This design comes from an exercise in tuning for a short achievable clock period and few clock cycles per item on the open sky130 flow, not from production work. Function was checked by simulation only, so behaviour that the tests miss may differ from the original. Power figures rest on the tool's default switching activity, not on a simulated workload.

`flow/constraint.sdc`:
```
create_clock -name core_clock -period 15.0 [get_ports {clk}]
set_input_delay 3.0000 -clock core_clock [delete_from_list [all_inputs] [get_ports {clk}]]
set_output_delay 3.0000 -clock core_clock [all_outputs]
set_load 0.01 [all_outputs]
```
`flow/run.sh`:
```
#!/bin/bash
# synth_recipe.tcl (not shown) runs the flow's synth.tcl, then flattens the netlist and writes it again
# the make line also repeats each setting of config.mk as NAME=value (left out here)
make -C /OpenROAD-flow-scripts/flow DESIGN_CONFIG=/design/flow/config.mk WORK_HOME=/design/flow/orfs CLKGATE_MAP_FILE= SYNTH_SCRIPT=/design/flow/synth_recipe.tcl finish
```
`flow/config.mk`:
```
export PLATFORM = sky130hd
export DESIGN_NAME = pscc_coder
export DESIGN_NICKNAME = pscc_coder
export VERILOG_FILES = /design/flow/design.v
export SDC_FILE = /design/flow/constraint.sdc
export NUM_CORES = 8
export LEC_CHECK = 0
export ABC_CLOCK_PERIOD_IN_PS = 5000
export CAP_MARGIN = 20
export CORE_MARGIN = 2
export CORE_UTILIZATION = 30
export PLACE_DENSITY = 0.55
export SETUP_SLACK_MARGIN = 5
export SLEW_MARGIN = 20
export SYNTH_MEMORY_MAX_BITS = 8192
```
`flow/design.v`:
```
module pscc_enc8b10b (
    input  wire       rd,
    input  wire [7:0] data,
    output wire [9:0] sym,
    output wire       rd_next
);
  localparam [31:0] S6_0 = 32'h8117977f;
  localparam [31:0] S6_1 = 32'hffff8001;
  localparam [31:0] S6_2 = 32'h7e00fe17;
  localparam [31:0] S6_3 = 32'hf0f171e6;
  localparam [31:0] S6_4 = 32'h4dcdcdda;
  localparam [31:0] S6_5 = 32'habaa2bbd;
  localparam [31:0] F6   = 32'he9818197;
  localparam [31:0] U6   = 32'he9818117;
  localparam [31:0] ALTM = 32'h160000;
  localparam [31:0] ALTP = 32'h6800;
  localparam [15:0] S4_0 = 16'h8115;
  localparam [15:0] S4_1 = 16'hd401;
  localparam [15:0] S4_2 = 16'hd150;
  localparam [15:0] S4_3 = 16'h4545;
  localparam [15:0] F4   = 16'hc141;
  localparam [15:0] U4   = 16'hebab;
  wire [4:0] x  = data[4:0];
  wire [2:0] y  = data[7:5];
  wire [5:0] m6 = {S6_5[x], S6_4[x], S6_3[x], S6_2[x], S6_1[x], S6_0[x]};
  wire [5:0] c6 = m6 ^ {6{rd & F6[x]}};
  wire       r6 = rd ^ U6[x];
  wire       al = (y == 3'd7) & (r6 ? ALTP[x] : ALTM[x]);
  wire [3:0] k  = {y, al};
  wire [3:0] m4 = {S4_3[k], S4_2[k], S4_1[k], S4_0[k]};
  wire [3:0] c4 = m4 ^ {4{r6 & F4[k]}};
  assign sym     = {c6, c4};
  assign rd_next = r6 ^ U4[k];
endmodule
module pscc_rs_update (
    input  wire [255:0] a,
    input  wire [7:0]   c,
    output wire [255:0] y
);
  localparam [263:0] GEN = {
    8'h01, 8'h5B, 8'h7F, 8'h56, 8'h10, 8'h1E, 8'h0D, 8'hEB, 8'h61, 8'hA5, 8'h08,
    8'h2A, 8'h36, 8'h56, 8'hAB, 8'h20, 8'h71, 8'h20, 8'hAB, 8'h56, 8'h36, 8'h2A,
    8'h08, 8'hA5, 8'h61, 8'hEB, 8'h0D, 8'h1E, 8'h10, 8'h56, 8'h7F, 8'h5B, 8'h01
  };   
  function [7:0] gen_coef(input integer k);   
    gen_coef = GEN[8*(32-k) +: 8];
  endfunction
  function [7:0] gf_mul(input [7:0] x, input [7:0] m);
    reg [7:0] p, s;
    integer i;
    begin
      p = 8'h00;
      s = x;
      for (i = 0; i < 8; i = i + 1) begin
        if (m[i]) p = p ^ s;
        s = {s[6:0], 1'b0} ^ (s[7] ? 8'h87 : 8'h00);
      end
      gf_mul = p;
    end
  endfunction
  wire [7:0] fb = c ^ a[7:0];
  genvar j;
  generate
    for (j = 0; j < 31; j = j + 1) begin : g_byte
      assign y[8*j +: 8] = a[8*(j+1) +: 8] ^ gf_mul(fb, gen_coef(31 - j));
    end
  endgenerate
  assign y[255:248] = gf_mul(fb, gen_coef(0));
endmodule
module pscc_crc8 (
    input  wire [31:0] c,
    input  wire [7:0]  b,
    output reg  [31:0] y
);
  integer i;
  always @(*) begin
    y = c ^ {24'h0, b};
    for (i = 0; i < 8; i = i + 1)
      y = y[0] ? ((y >> 1) ^ 32'hEDB88320) : (y >> 1);
  end
endmodule
module pscc_coder (
    input  wire        clk,
    input  wire        rst,
    input  wire        cmd_valid,
    input  wire [31:0] cmd,
    output wire        cmd_ready,
    output reg         rsp_valid,
    output reg  [31:0] rsp,
    output wire        flt,
    input  wire        xrd_b,
    input  wire [14:0] xrd_w,
    output wire [31:0] xrd_data
);
  localparam integer BUF_WORDS = 48;
  localparam integer NSYM      = 3 * BUF_WORDS;
  localparam integer NT        = 101;           
  localparam integer NV        = 35;            
  localparam [2:0] CAUSE_ILLEGAL = 3'd1, CAUSE_SEQ = 3'd2, CAUSE_CAP = 3'd3;
  reg [255:0] P [0:2];
  reg         RD;
  reg [31:0]  CRC;
  reg [7:0]   BIDX;        
  reg [7:0]   SIDX;        
  reg         PHASE;
  reg         CURBUF;
  reg         FAULT;
  reg [2:0]   CAUSE;
  reg [31:0]  FCMD;
  reg [2:0]   lane_oh;     
  reg [143:0] pos_oh;      
  reg [3:0]   sq;          
  reg [2:0]   sr_oh;       
  reg [29:0]  mem0 [0:BUF_WORDS-1];
  reg [29:0]  mem1 [0:BUF_WORDS-1];
  reg  fe2;
  wire fe1 = v_q & op_q[10] & !fe2;
  assign cmd_ready = !fe1;
  assign flt       = FAULT | err;
  function [143:0] dec144(input [7:0] x);
    integer i;
    begin
      dec144 = 144'd0;
      for (i = 0; i < NSYM; i = i + 1) dec144[i] = (x == i);
    end
  endfunction
  function is_illegal(input [31:0] c);
    case (c[31:28])
      4'h1: is_illegal = c != 32'h10000000;
      4'h2: is_illegal = ((c & 32'hFFFFFC00) != 32'h20000000) || (c[9:8] == 2'd3);
      4'h3: is_illegal = ((c & 32'hFFFFFCE0) != 32'h30000000) || (c[9:8] == 2'd3);
      4'h4: is_illegal = (c & 32'hFFFFFF00) != 32'h40000000;
      4'h5: is_illegal = c != 32'h50000000;
      4'h6: is_illegal = (c & 32'hF4000000) != 32'h60000000;
      4'h7: is_illegal = (c & 32'hF40003FF) != 32'h70000000;
      4'h8: is_illegal = (c & 32'hF3FFFFFF) != 32'h80000000;
      4'h9: is_illegal = (c & 32'hFFFFFF00) != 32'h90000000;
      4'hA: is_illegal = (c & 32'hFBFFFFFF) != 32'hA0000000;
      4'hB: is_illegal = (c & 32'hFFFFFFFC) != 32'hB0000000;
      default: is_illegal = 1'b1;
    endcase
  endfunction
  reg         v_q;
  reg [31:0]  cmd_q;
  reg         ill_q;
  reg [15:0]  op_q;        
  reg         big_q;       
  reg [143:0] idx_oh_q;    
  reg [95:0]  gw_q;        
  reg [2:0]   gs_q;        
  reg [95:0]  rsel_q;      
  integer i;
  always @(posedge clk) begin
    if (rst) v_q <= 1'b0;
    else if (cmd_ready) v_q <= cmd_valid;
    fe2 <= fe1 & !rst;
  end
  always @(posedge clk) if (cmd_ready) begin
    cmd_q    <= cmd;
    ill_q    <= is_illegal(cmd);
    op_q     <= 16'd1 << cmd[31:28];
    big_q    <= cmd[25:10] >= NSYM;
    idx_oh_q <= dec144(cmd[17:10]);
    for (i = 0; i < BUF_WORDS; i = i + 1) begin
      gw_q[i]             <= !cmd[27] && (cmd[17:10] >= 3*i) && (cmd[17:10] < 3*i + 3);
      gw_q[BUF_WORDS + i] <=  cmd[27] && (cmd[17:10] >= 3*i) && (cmd[17:10] < 3*i + 3);
    end
    gs_q     <= 3'b001 << (cmd[17:10] % 3);
    for (i = 0; i < 96; i = i + 1) rsel_q[i] <= (cmd[9:8] == i / 32) && (cmd[4:0] == i % 32);
  end
  wire f_b  = cmd_q[27];
  wire f_fl = cmd_q[26];
  wire [7:0] f_data = cmd_q[7:0];
  wire [1:0] f_lane = cmd_q[9:8];
  wire [4:0] f_pos  = cmd_q[4:0];
  wire [1:0] f_sel  = cmd_q[1:0];
  wire o_clr = op_q[1], o_upd = op_q[2], o_rd = op_q[3], o_enc = op_q[4], o_sync = op_q[5];
  wire o_put = op_q[6], o_get = op_q[7], o_fb = op_q[8], o_fd = op_q[9], o_fe = op_q[10];
  wire o_st  = op_q[11];
  wire seq_err = PHASE ? (o_clr | o_upd | o_enc | o_sync | o_put | o_fb) : (o_fd | o_fe);
  wire cap_err = ((o_put | o_get) & big_q) |
                 (o_fd & (SIDX >= NSYM)) |
                 (o_fe & (f_fl ? (SIDX >= 8'd44) : (SIDX >= 8'd45)));
  wire ex  = v_q & !fe1;
  wire err = ex & !FAULT & (ill_q | seq_err | cap_err);
  wire ok  = ex & !FAULT & !ill_q & !seq_err & !cap_err;
  wire [31:0] status_word = {FAULT, CAUSE, PHASE, RD, CURBUF, 9'd0, 8'd0, SIDX};
  reg  [31:0] status_sel;
  always @(*) begin
    case (f_sel)
      2'd0: status_sel = status_word;
      2'd1: status_sel = CRC;
      2'd2: status_sel = {24'd0, BIDX};
      default: status_sel = FCMD;
    endcase
  end
  wire [9:0] enc_sym;
  wire       enc_rd;
  pscc_enc8b10b u_enc (.rd(RD), .data(f_data), .sym(enc_sym), .rd_next(enc_rd));
  wire [9:0] sync_sym = RD ? 10'h305 : 10'h0FA;
  wire [31:0] crc_next;
  pscc_crc8 u_crc (.c(CRC), .b(f_data), .y(crc_next));
  genvar l;
  wire [2:0] lane_upd;
  assign lane_upd[0] = o_upd ? (f_lane == 2'd0) : lane_oh[0];
  assign lane_upd[1] = o_upd ? (f_lane == 2'd1) : lane_oh[1];
  assign lane_upd[2] = o_upd ? (f_lane == 2'd2) : lane_oh[2];
  wire [255:0] upd_in = ({256{lane_upd[0]}} & P[0]) | ({256{lane_upd[1]}} & P[1]) |
                        ({256{lane_upd[2]}} & P[2]);
  wire [255:0] upd_out;
  pscc_rs_update u_rs (.a(upd_in), .c(f_data), .y(upd_out));
  localparam [263:0] GEN = {
    8'h01, 8'h5B, 8'h7F, 8'h56, 8'h10, 8'h1E, 8'h0D, 8'hEB, 8'h61, 8'hA5, 8'h08,
    8'h2A, 8'h36, 8'h56, 8'hAB, 8'h20, 8'h71, 8'h20, 8'hAB, 8'h56, 8'h36, 8'h2A,
    8'h08, 8'hA5, 8'h61, 8'hEB, 8'h0D, 8'h1E, 8'h10, 8'h56, 8'h7F, 8'h5B, 8'h01
  };   
  function [7:0] gen_coef(input integer k);   
    gen_coef = GEN[8*(32-k) +: 8];
  endfunction
  function [7:0] gf_mul(input [7:0] x, input [7:0] m);
    reg [7:0] p, t;
    integer n;
    begin
      p = 8'h00;
      t = x;
      for (n = 0; n < 8; n = n + 1) begin
        if (m[n]) p = p ^ t;
        t = {t[6:0], 1'b0} ^ (t[7] ? 8'h87 : 8'h00);
      end
      gf_mul = p;
    end
  endfunction
  reg [7:0] fbA [0:2];    
  reg [7:0] fbB [0:2];    
  wire [31:0] crc_out = ~CRC;
  wire [7:0] c0 = crc_out[31:24], c1 = crc_out[23:16], c2 = crc_out[15:8], c3 = crc_out[7:0];
  wire [31:0] crc_out_n = ~crc_next;
  wire [2:0]  lane_n = {lane_oh[1:0], lane_oh[2]};
  wire [7:0]  fbA_n [0:2];
  wire [7:0]  fbB_n [0:2];
  generate
    for (l = 0; l < 3; l = l + 1) begin : g_fbn
      wire [15:0] p01 = lane_upd[l] ? upd_out[15:0] : P[l][15:0];
      wire r0 = lane_n[l];
      wire r1 = lane_n[(l + 2) % 3];
      wire [7:0] x = r0 ? crc_out_n[31:24] : (r1 ? crc_out_n[23:16] : crc_out_n[15:8]);
      assign fbA_n[l] = x ^ p01[7:0];
      assign fbB_n[l] = crc_out_n[7:0] ^ p01[15:8] ^ gf_mul(fbA_n[l], gen_coef(31));
    end
  endgenerate
  wire [255:0] one [0:2];
  genvar j;
  generate
    for (l = 0; l < 3; l = l + 1) begin : g_one
      for (j = 0; j < 32; j = j + 1) begin : g_j
        assign one[l][8*j +: 8] = ((j < 31) ? P[l][8*(j+1) +: 8] : 8'd0) ^
                                  gf_mul(fbA[l], gen_coef(31 - j));
      end
    end
  endgenerate
  wire [255:0] one_r0 = ({256{lane_oh[0]}} & one[0]) | ({256{lane_oh[1]}} & one[1]) |
                        ({256{lane_oh[2]}} & one[2]);
  wire [7:0]   fbB_r0 = ({8{lane_oh[0]}} & fbB[0]) | ({8{lane_oh[1]}} & fbB[1]) |
                        ({8{lane_oh[2]}} & fbB[2]);
  wire [255:0] two;
  generate
    for (j = 0; j < 32; j = j + 1) begin : g_two
      assign two[8*j +: 8] = ((j < 31) ? one_r0[8*(j+1) +: 8] : 8'd0) ^
                             gf_mul(fbB_r0, gen_coef(31 - j));
    end
  endgenerate
  wire [255:0] fe_p [0:2];
  generate
    for (l = 0; l < 3; l = l + 1) begin : g_fe
      assign fe_p[l] = lane_oh[l] ? two : one[l];
    end
  endgenerate
  wire [7:0] tb [0:99];
  assign tb[0] = c0;
  assign tb[1] = c1;
  assign tb[2] = c2;
  assign tb[3] = c3;
  genvar k;
  generate
    for (k = 0; k < 96; k = k + 1) begin : g_tb
      assign tb[4 + k] = fe_p[k % 3][8*(k / 3) +: 8];
    end
  endgenerate
  wire [99:0] tu;
  generate
    for (k = 0; k < 100; k = k + 1) begin : g_tu
      wire [9:0] e0;
      pscc_enc8b10b u_e0 (.rd(1'b0), .data(tb[k]), .sym(e0), .rd_next(tu[k]));
    end
  endgenerate
  localparam integer NB = 13;
  wire [99:0] lpx;
  wire [NB-1:0] bsum;
  generate
    for (k = 0; k < 100; k = k + 1) begin : g_lp
      if (k % 8 == 0) begin : g_first
        assign lpx[k] = 1'b0;
      end else begin : g_rest
        assign lpx[k] = ^tu[k - 1 : 8 * (k / 8)];
      end
    end
    for (k = 0; k < NB; k = k + 1) begin : g_bs
      assign bsum[k] = ^tu[((8*k + 7) > 99 ? 99 : (8*k + 7)) : 8*k];
    end
  endgenerate
  reg [7:0]    tbq [0:99];    
  reg [99:0]   lpq;
  reg [NB-1:0] bsq;
  always @(posedge clk) begin
    for (i = 0; i < 100; i = i + 1) tbq[i] <= tb[i];
    lpq <= lpx;
    bsq <= bsum;
  end
  wire [NB:0] bpx;
  assign bpx[0] = RD;
  generate
    for (k = 1; k <= NB; k = k + 1) begin : g_bp
      assign bpx[k] = RD ^ (^bsq[k-1:0]);
    end
  endgenerate
  wire [99:0] rdq;
  generate
    for (k = 0; k < 100; k = k + 1) begin : g_rdq
      assign rdq[k] = bpx[k / 8] ^ lpq[k];
    end
  endgenerate
  wire rdpq = bpx[NB];
  wire [10:0] ts [0:NT-1];
  generate
    for (k = 0; k < 100; k = k + 1) begin : g_ts
      wire [9:0] e0, e1;
      wire       u0, u1;
      pscc_enc8b10b u_e0 (.rd(1'b0), .data(tbq[k]), .sym(e0), .rd_next(u0));
      pscc_enc8b10b u_e1 (.rd(1'b1), .data(tbq[k]), .sym(e1), .rd_next(u1));
      assign ts[k] = {1'b1, rdq[k] ? e1 : e0};
    end
  endgenerate
  assign ts[100] = {f_fl, rdpq ? 10'h305 : 10'h0FA};
  wire fe_rd = rdpq ^ f_fl;
  wire [255:0] pf_q [0:2];
  generate
    for (k = 0; k < 96; k = k + 1) begin : g_pf
      assign pf_q[k % 3][8*(k / 3) +: 8] = tbq[4 + k];
    end
  endgenerate
  wire [10:0] tv [0:3*NV-1];
  generate
    for (k = 0; k < 3*NV; k = k + 1) begin : g_tv
      wire [10:0] a0 = (k < NT)                ? ts[k]     : 11'd0;
      wire [10:0] a1 = (k >= 1 && k - 1 < NT)  ? ts[k - 1] : 11'd0;
      wire [10:0] a2 = (k >= 2 && k - 2 < NT)  ? ts[k - 2] : 11'd0;
      assign tv[k] = ({11{sr_oh[0]}} & a0) | ({11{sr_oh[1]}} & a1) | ({11{sr_oh[2]}} & a2);
    end
  endgenerate
  wire [32:0] fw [0:4][0:BUF_WORDS-1];    
  genvar w, st;
  generate
    for (w = 0; w < BUF_WORDS; w = w + 1) begin : g_fw0
      if (w < NV) begin : g_in
        assign fw[0][w] = {tv[3*w+2], tv[3*w+1], tv[3*w]};
      end else begin : g_zero
        assign fw[0][w] = 33'd0;
      end
    end
    for (st = 0; st < 4; st = st + 1) begin : g_fws
      for (w = 0; w < BUF_WORDS; w = w + 1) begin : g_w
        if (w >= (1 << st)) begin : g_sh
          assign fw[st+1][w] = sq[st] ? fw[st][w - (1 << st)] : fw[st][w];
        end else begin : g_nosh
          assign fw[st+1][w] = sq[st] ? 33'd0 : fw[st][w];
        end
      end
    end
  endgenerate
  wire [32:0] fe_word [0:BUF_WORDS-1];
  generate
    for (w = 0; w < BUF_WORDS; w = w + 1) begin : g_fw
      assign fe_word[w] = fw[4][w];
    end
  endgenerate
  wire        sw_en  = ok & (o_put | (o_fb & f_fl) | o_fd);
  wire        sw_buf = (o_put | o_fb) ? f_b : CURBUF;
  wire [9:0]  sw_sym = o_put ? cmd_q[9:0] : (o_fb ? sync_sym : enc_sym);
  wire [143:0] sw_pos = o_put ? idx_oh_q : (o_fb ? 144'd1 : pos_oh);
  wire        fe_en  = ok & o_fe;
  generate
    for (w = 0; w < BUF_WORDS; w = w + 1) begin : g_wr
      wire [2:0] sm = sw_pos[3*w +: 3];
      wire [2:0] fm = {fe_word[w][32], fe_word[w][21], fe_word[w][10]};
      wire [29:0] fd = {fe_word[w][31:22], fe_word[w][20:11], fe_word[w][9:0]};
      wire [2:0] m0 = ({3{sw_en & !sw_buf}} & sm) | ({3{fe_en & !CURBUF}} & fm);
      wire [2:0] m1 = ({3{sw_en &  sw_buf}} & sm) | ({3{fe_en &  CURBUF}} & fm);
      wire [29:0] d  = fe_en ? fd : {3{sw_sym}};
      wire [29:0] dm0 = {{10{m0[2]}}, {10{m0[1]}}, {10{m0[0]}}} & d;
      wire [29:0] dm1 = {{10{m1[2]}}, {10{m1[1]}}, {10{m1[0]}}} & d;
      always @(posedge clk) begin
        mem0[w] <= (m0[0] ? 30'd0 : mem0[w]) | dm0;
        mem1[w] <= (m1[0] ? 30'd0 : mem1[w]) | dm1;
      end
    end
  endgenerate
  reg [29:0] xw;
  always @(*) begin
    xw = 30'd0;
    for (i = 0; i < BUF_WORDS; i = i + 1)
      xw = xw | ({30{xrd_w[5:0] == i && !xrd_b}} & mem0[i]) | ({30{xrd_w[5:0] == i && xrd_b}} & mem1[i]);
  end
  assign xrd_data = {2'b00, xw & {30{xrd_w[14:6] == 9'd0}}};
  reg [29:0] gw;
  always @(*) begin
    gw = 30'd0;
    for (i = 0; i < BUF_WORDS; i = i + 1)
      gw = gw | ({30{gw_q[i]}} & mem0[i]) | ({30{gw_q[BUF_WORDS + i]}} & mem1[i]);
  end
  wire [9:0] get_sym = ({10{gs_q[0]}} & gw[9:0]) | ({10{gs_q[1]}} & gw[19:10]) |
                       ({10{gs_q[2]}} & gw[29:20]);
  reg [7:0] rd_byte;
  always @(*) begin
    rd_byte = 8'd0;
    for (i = 0; i < 96; i = i + 1) rd_byte = rd_byte | ({8{rsel_q[i]}} & P[i / 32][8*(i % 32) +: 8]);
  end
  always @(*) begin
    rsp = 32'd0;
    if (ok) begin
      if (o_rd)   rsp = {24'd0, rd_byte};
      if (o_enc | o_fd) rsp = {22'd0, enc_sym};
      if (o_sync) rsp = {22'd0, sync_sym};
      if (o_get)  rsp = {22'd0, get_sym};
      if (o_fe)   rsp = {24'd0, SIDX + 8'd100 + {7'd0, f_fl}};
      if (o_st)   rsp = status_sel;
    end else if (ex & FAULT & o_st & !ill_q) begin
      rsp = status_sel;
    end
  end
  wire [7:0] sidx_next = o_fb ? {7'd0, f_fl} :
                         o_fd ? SIDX + 8'd1 : SIDX + 8'd100 + {7'd0, f_fl};
  always @(posedge clk) begin
    rsp_valid <= !rst & (fe1 | (cmd_ready & cmd_valid & (cmd[31:28] != 4'hA)));
    if (rst) begin
      for (i = 0; i < 3; i = i + 1) P[i] <= 256'd0;
      RD      <= 1'b0;
      CRC     <= 32'hFFFFFFFF;
      BIDX    <= 8'd0;
      SIDX    <= 8'd0;
      PHASE   <= 1'b0;
      CURBUF  <= 1'b0;
      FAULT   <= 1'b0;
      CAUSE   <= 3'd0;
      FCMD    <= 32'd0;
      lane_oh <= 3'b001;
      pos_oh  <= 144'd1;
      sq      <= 4'd0;
      sr_oh   <= 3'b001;
    end else begin
      if (err) begin
        FAULT <= 1'b1;
        CAUSE <= ill_q ? CAUSE_ILLEGAL : (seq_err ? CAUSE_SEQ : CAUSE_CAP);
        FCMD  <= cmd_q;
      end
      if (ok) begin
        if (o_clr | o_fb)
          for (i = 0; i < 3; i = i + 1) P[i] <= 256'd0;
        if (o_upd | o_fd)
          for (i = 0; i < 3; i = i + 1) if (lane_upd[i]) P[i] <= upd_out;
        if (o_fe)
          for (i = 0; i < 3; i = i + 1) P[i] <= pf_q[i];
        if (o_enc | o_fd) RD <= enc_rd;
        if (o_sync | (o_fb & f_fl)) RD <= ~RD;
        if (o_fe) RD <= fe_rd;
        if (o_fb) begin
          for (i = 0; i < 3; i = i + 1) begin
            fbA[i] <= 8'd0;
            fbB[i] <= 8'd0;
          end
          CRC     <= 32'hFFFFFFFF;
          BIDX    <= 8'd0;
          lane_oh <= 3'b001;
          CURBUF  <= f_b;
          PHASE   <= 1'b1;
        end
        if (o_fd) begin
          for (i = 0; i < 3; i = i + 1) begin
            fbA[i] <= fbA_n[i];
            fbB[i] <= fbB_n[i];
          end
          CRC     <= crc_next;
          BIDX    <= BIDX + 8'd1;
          lane_oh <= {lane_oh[1:0], lane_oh[2]};
        end
        if (o_fe) begin
          BIDX    <= BIDX + 8'd4;
          lane_oh <= {lane_oh[1:0], lane_oh[2]};
          PHASE   <= 1'b0;
        end
        if (o_fb | o_fd | o_fe) begin
          SIDX   <= sidx_next;
          pos_oh <= dec144(sidx_next);
          sq     <= sidx_next / 3;
          sr_oh  <= 3'b001 << (sidx_next % 3);
        end
      end
    end
  end
endmodule
```
==> results.yml <==
status:
  status: "stopped before the end"
  haltStage: "global routing"
  tool.error: "[ERROR GRT-0116] Global routing finished with congestion. Check the congestion regions in the DRC Viewer."
logic_synthesis:
  synth_xor_xnor_area_share_pct: 8.274
  ys_types: 105
  synth_top_family_by_area: "compound AO/OA/AOI/OAI gates"
  synth_adder_area_share_pct: 3.319
  ys_ff_latch: 5223
  yosysWarnings: 15
  synth_most_common_cell: "nand2_1"
  synth_area_leaders: "dfxtp_1 19%, edfxtp_1 10%, a22oi_1 6.7%"
  async_reset_ff_share_pct: 0
  synth_compound_area_share_pct: 30.47
  synth-simple-area-share_pct: 16.37
  yosysSeqAreaShare_pct: 29.17
  synth_top_area_cell: "dfxtp_1"
  synth_mux_area_share_pct: 6.883
  synth_common_cells: "6010 x nand2_1, 4613 x nor2_1, 3878 x o21ai_0"
  synth_top_area_share_pct: 18.88
  syn_area_sq_mm: 0.4063
  synth_ff_type: "dfxtp_1"
  synth-edff-count: 1392
  synthCells: 51620
  syn_avg_cell_area_sq_um: 7.871
global_routing:
  grt_max_degree: 171
  grt_remaining_overflow: 39200
  grt_first_pass_wirelength_um: 8884000
  grt_pass1_vias: 651800
  track_usage_pct: 93.87
place:
  gp_congestion: 1.341
  detailed_place_hpwl_um: 4400000
  io_buffers: 115
  placed_cells: 69200
  dp_slack_ns: 3.457
floorplan:
  die_w_um: 1168
  die_y_um: 1168
  rows: 427
  io-pin-count: 118
  start_util_pct: 30.07
clock_tree:
  cts_buffers: 675
  htree_levels: 6
  clock_sinks: 5223
  hold_buffers: 0
  clock-root-buffer: "clkbuf_16"
  cts_max_path_buffers: 5
layer usage:
metal | track usage [%] | GRT overflow
met3 | 86.26 | 3286
met2 | 103.6 | 22160
met5 | 65.95 | 367
met1 | 92.78 | 3587
met4 | 94.39 | 9802
cell families after synthesis:
group | Yosys count
xor+xnor | 3459
simple gates | 14950
mux | 2687
fa+ha+maj | 1088
other cells | 1
compound gates | 18300
buf+inv | 5910
flops | 5223
repair_timing:
action,CTS
buffers inserted,128
resized for setup,173
pin swaps,50
gates cloned,2
endpoints found under the hold margin,0
endpoints found under the setup margin,39
power by group through the flow:
stage	sequential [W]	combinational [W]	clock (W)
2_1_floorplan	0.0157	0.0351	0
3_3_place_gp	0.0165	0.109	0
3_5_place_dp	0.0165	0.109	0
4_1_cts	0.0162	0.109	0.0178
metrics by stage:
step	cell area, sq um	util, %
after floorplan	406300	-
after global placement	454700	33.65
after detailed placement	456000	33.75
after CTS	481700	35.65
worst max path at each step:
stage | endpoint | cells after the start | from | slack (ns)
detailed placement | xrd_data[3] | 12 | xrd_w[0] | 3.46
global placement | xrd_data[29] | 10 | xrd_w[3] | 3.32
CTS | xrd_data[3] | 12 | xrd_w[0] | 4.92
floorplan | rsp[4] | 4 | op_q[10] | -0.44
Testbench counts, summed over its fixed seeds: cycles 7,376, bytes 6,416.
